Context: an optimization exercise on an open-source flow, tuned for small area, a short achievable clock period and few clock cycles per item. The choices shown serve that exercise and are no tape-out recipe.
No activity file was given, so power comes from the tool's default toggle rates.

Design bms_encoder, start of the top module:
module bms_encoder (
    input  wire        clk,
    input  wire        rst,
    input  wire [7:0]  a_local,
    input  wire        req_valid,
    output wire        req_ready,
    input  wire [2:0]  req_kind,
    input  wire [31:0] req_x0,
    input  wire [31:0] req_x1,
    input  wire [31:0] req_x2,
    input  wire [31:0] req_x3,
    input  wire [31:0] req_x4,
    input  wire [7:0]  req_u0,
    input  wire [7:0]  req_u1,
    input  wire [55:0] req_bitmap,
    output reg         out_valid,
    input  wire        out_ready,
    output reg         out_err,
    output wire [7:0]  out_err_idx,
    output wire [31:0] out_id,
    output wire [63:0] out_data
);
clock: 12.0 ns
lec_check: 0
cap_margin: 20
core_margin: 2
core_utilization: 40
setup_slack_margin: 4
slew_margin: 20
run.sh (not shown) runs the stock make flow with config.mk's settings and CLKGATE_MAP_FILE= SYNTH_SCRIPT=/design/flow/synth_recipe.tcl, a recipe that flattens the netlist after the stock synthesis.
Then changed:
--- a/flow/config.mk
+++ b/flow/config.mk
@@ -10,3 +10,3 @@
 export CORE_UTILIZATION = 40
-export SETUP_SLACK_MARGIN = 4
+export SETUP_SLACK_MARGIN = 5
 export SLEW_MARGIN = 20
Routed wire length is higher by 2.4%.
Die area stays the same.
Sequential share of layout area is lower by 0.20 points.
Power is higher by 2.3%.
Maximum frequency is higher by 12%.
Global-route usage is higher by 0.64 points.
First-iteration DRC count is about the same.
Via count is higher by 0.63%.
Register-to-register slack improved by 0.07 ns.
Sequential power is about the same.
Function was not checked in any run of this note: the RTL went through the layout flow alone.

---

bms_encoder, a different RTL version from the one above (not shown whole).
For scale: about 350 I/O pins, roughly 17000 sq um of cells after synthesis.
## bms_encoder
module bms_encoder (
    input  wire        clk,
    input  wire        rst,
    input  wire [7:0]  a_local,
    input  wire        req_valid,
    output wire        req_ready,
    input  wire [2:0]  req_kind,
    input  wire [31:0] req_x0,
    input  wire [31:0] req_x1,
    input  wire [31:0] req_x2,
    input  wire [31:0] req_x3,
    input  wire [31:0] req_x4,
    input  wire [7:0]  req_u0,
    input  wire [7:0]  req_u1,
    input  wire [55:0] req_bitmap,
    output reg         out_valid,
    input  wire        out_ready,
    output reg         out_err,
    output wire [7:0]  out_err_idx,
    output wire [31:0] out_id,
    output wire [63:0] out_data
);
    wire k_va  = !req_kind[2] && !req_kind[0];           
    wire k_st  = req_kind == 3'd1;                       
    wire k_vc  = req_kind == 3'd3;                       
    wire k_tp  = req_kind == 3'd4;                       
    wire k_ch  = k_vc || k_tp;                           
    wire k_bal = req_kind == 3'd5;                       
    wire        h = req_kind[2];
    wire [15:0] lo0, lo1, lo2;
    wire [9:0]  hi0, hi1;
    wire        go0, go1, go2;
    wire [1:0]  c0, c1, c2;
    bms_seg #(.W(42)) u_s0 (.x(req_x0), .h(h), .lo(lo0), .go(go0), .ca(c0[0]), .cb(c0[1]), .hi(hi0));
    bms_seg #(.W(42)) u_s1 (.x(req_x1), .h(h), .lo(lo1), .go(go1), .ca(c1[0]), .cb(c1[1]), .hi(hi1));
    wire [31:0] x2c = {{6{req_x2[25]}}, req_x2[25:0]};
    bms_seg #(.W(32)) u_s2 (.x(x2c), .h(!req_kind[0]), .lo(lo2), .go(go2), .ca(c2[0]), .cb(c2[1]), .hi());
    wire [7:0] q2s, q3;
    bms_u8 u_q2s (.x(req_x2), .q(q2s));
    bms_u8 u_q3  (.x(req_x3), .q(q3));
    wire [7:0] q4 = req_x4[23:16] + {7'd0, req_x4[31] && (req_x4[15:0] != 16'd0)};
    wire ok0k, ok1k, ok2k, ok0h, ok1h, ok2h, ok2s, ok3s, ok4;
    bms_scale #(.XLO(-2147549),  .XHI(2147483))  u_ok0k (.x(req_x0), .ok(ok0k));
    bms_scale #(.XLO(-2147549),  .XHI(2147483))  u_ok1k (.x(req_x1), .ok(ok1k));
    bms_scale #(.XLO(-2147549),  .XHI(2147483))  u_ok2k (.x(req_x2), .ok(ok2k));
    bms_scale #(.XLO(-21475491), .XHI(21474836)) u_ok0h (.x(req_x0), .ok(ok0h));
    bms_scale #(.XLO(-21475491), .XHI(21474836)) u_ok1h (.x(req_x1), .ok(ok1h));
    bms_scale #(.XLO(-21475491), .XHI(21474836)) u_ok2h (.x(req_x2), .ok(ok2h));
  ...
export LEC_CHECK = 0
export CAP_MARGIN = 20
export CORE_MARGIN = 2
export CORE_UTILIZATION = 40
export SLEW_MARGIN = 20
create_clock -name core_clock -period 12.0 [get_ports {clk}]
standard.sh (not shown) runs the stock make flow with config.mk's settings and CLKGATE_MAP_FILE= SYNTH_SCRIPT=/design/flow/synth_recipe.tcl, a recipe that flattens the netlist after the stock synthesis.
==> flow/flow/run.sh <==
#!/bin/bash
# Standard layout, with plain buf_2 cells as the port buffers and timing
# repair aimed at a setup slack of 6.5 ns.
set -euo pipefail
export BUFFER_PORTS_ARGS="-buffer_cell sky130_fd_sc_hd__buf_2"
export SETUP_SLACK_MARGIN=6.5
bash standard.sh > standard.log 2>&1
The starting point finished with timing, DRC and antenna clean.
Next try:
--- a/flow/flow/run.sh
+++ b/flow/flow/run.sh
@@ -3 +3 @@
-# repair aimed at a setup slack of 6.5 ns.
+# repair aimed at a setup slack of 6 ns.
@@ -6 +6 @@
-export SETUP_SLACK_MARGIN=6.5
+export SETUP_SLACK_MARGIN=6
Effect: The changed run passed the timing, DRC and antenna checks; worst hold slack degrades by 0.52 ns; synthesized cell count stays the same; die area stays the same; routed wire length went down by a few percent; core utilization is lower by 4.1 points; sequential share of layout area grows by 0.98 points; synthesized area is unchanged; sequential cell count is unchanged; critical path depth is unchanged.
Next try:
--- a/flow/flow/run.sh
+++ b/flow/flow/run.sh
@@ -3 +3 @@
-# repair aimed at a setup slack of 6 ns.
+# repair aimed at a setup slack of 6.5 ns on the worst path only.
@@ -6 +6,2 @@
-export SETUP_SLACK_MARGIN=6
+export SETUP_SLACK_MARGIN=6.5
+export TNS_END_PERCENT=0
The changed run produced a clean layout. Clock power goes up by about 4%. Setup slack got worse by 0.046 ns. Final cell count stays flat. Hold slack improves by 0.014 ns. Wire length climbs by 1.3%.
No functional check of the RTL was part of any run of this note.

-- afterwards: timing with drivers on the ports --
The results above use ideal ports. As a check the final layouts listed here were re-extracted and re-timed, cells and wires unchanged.
Step 1 assumes that a clkbuf_16 drives the clock port and a buf_2 every other input.
Step 2 times the ports against the registers' clock, not the clock port: input delays grow and output delays shrink by t, the midpoint of the rising clock arrivals with the driver on.
Slacks: ideal ports / drivers / drivers and shift; pairs: ideal ports / drivers.
run | t (ns) | setup WS [ns] | slew at the worst register clock pin (ns) | cell pins on the clock port's net
the first run of note 1 | 0.397 | 4.341 / 4.313 / 3.916 | 0.07 / 0.07 | 1
the second run of note 1 | 0.396 | 5.145 / 5.088 / 4.692 | 0.06 / 0.06 | 1
the first run of note 2 | 0.402 | 6.076 / 6.027 / 5.752 | 0.07 / 0.07 | 1
the second run of note 2 | 0.399 | 6.002 / 5.948 / 5.582 | 0.07 / 0.07 | 1
the third run of note 2 | 0.403 | 5.956 / 5.908 / 5.613 | 0.07 / 0.07 | 1
After both steps setup and hold are still met in every run listed. The setup slack of the second run of note 1, which loses most, moves by -0.057 ns with the drivers and by -0.453 ns with both steps.
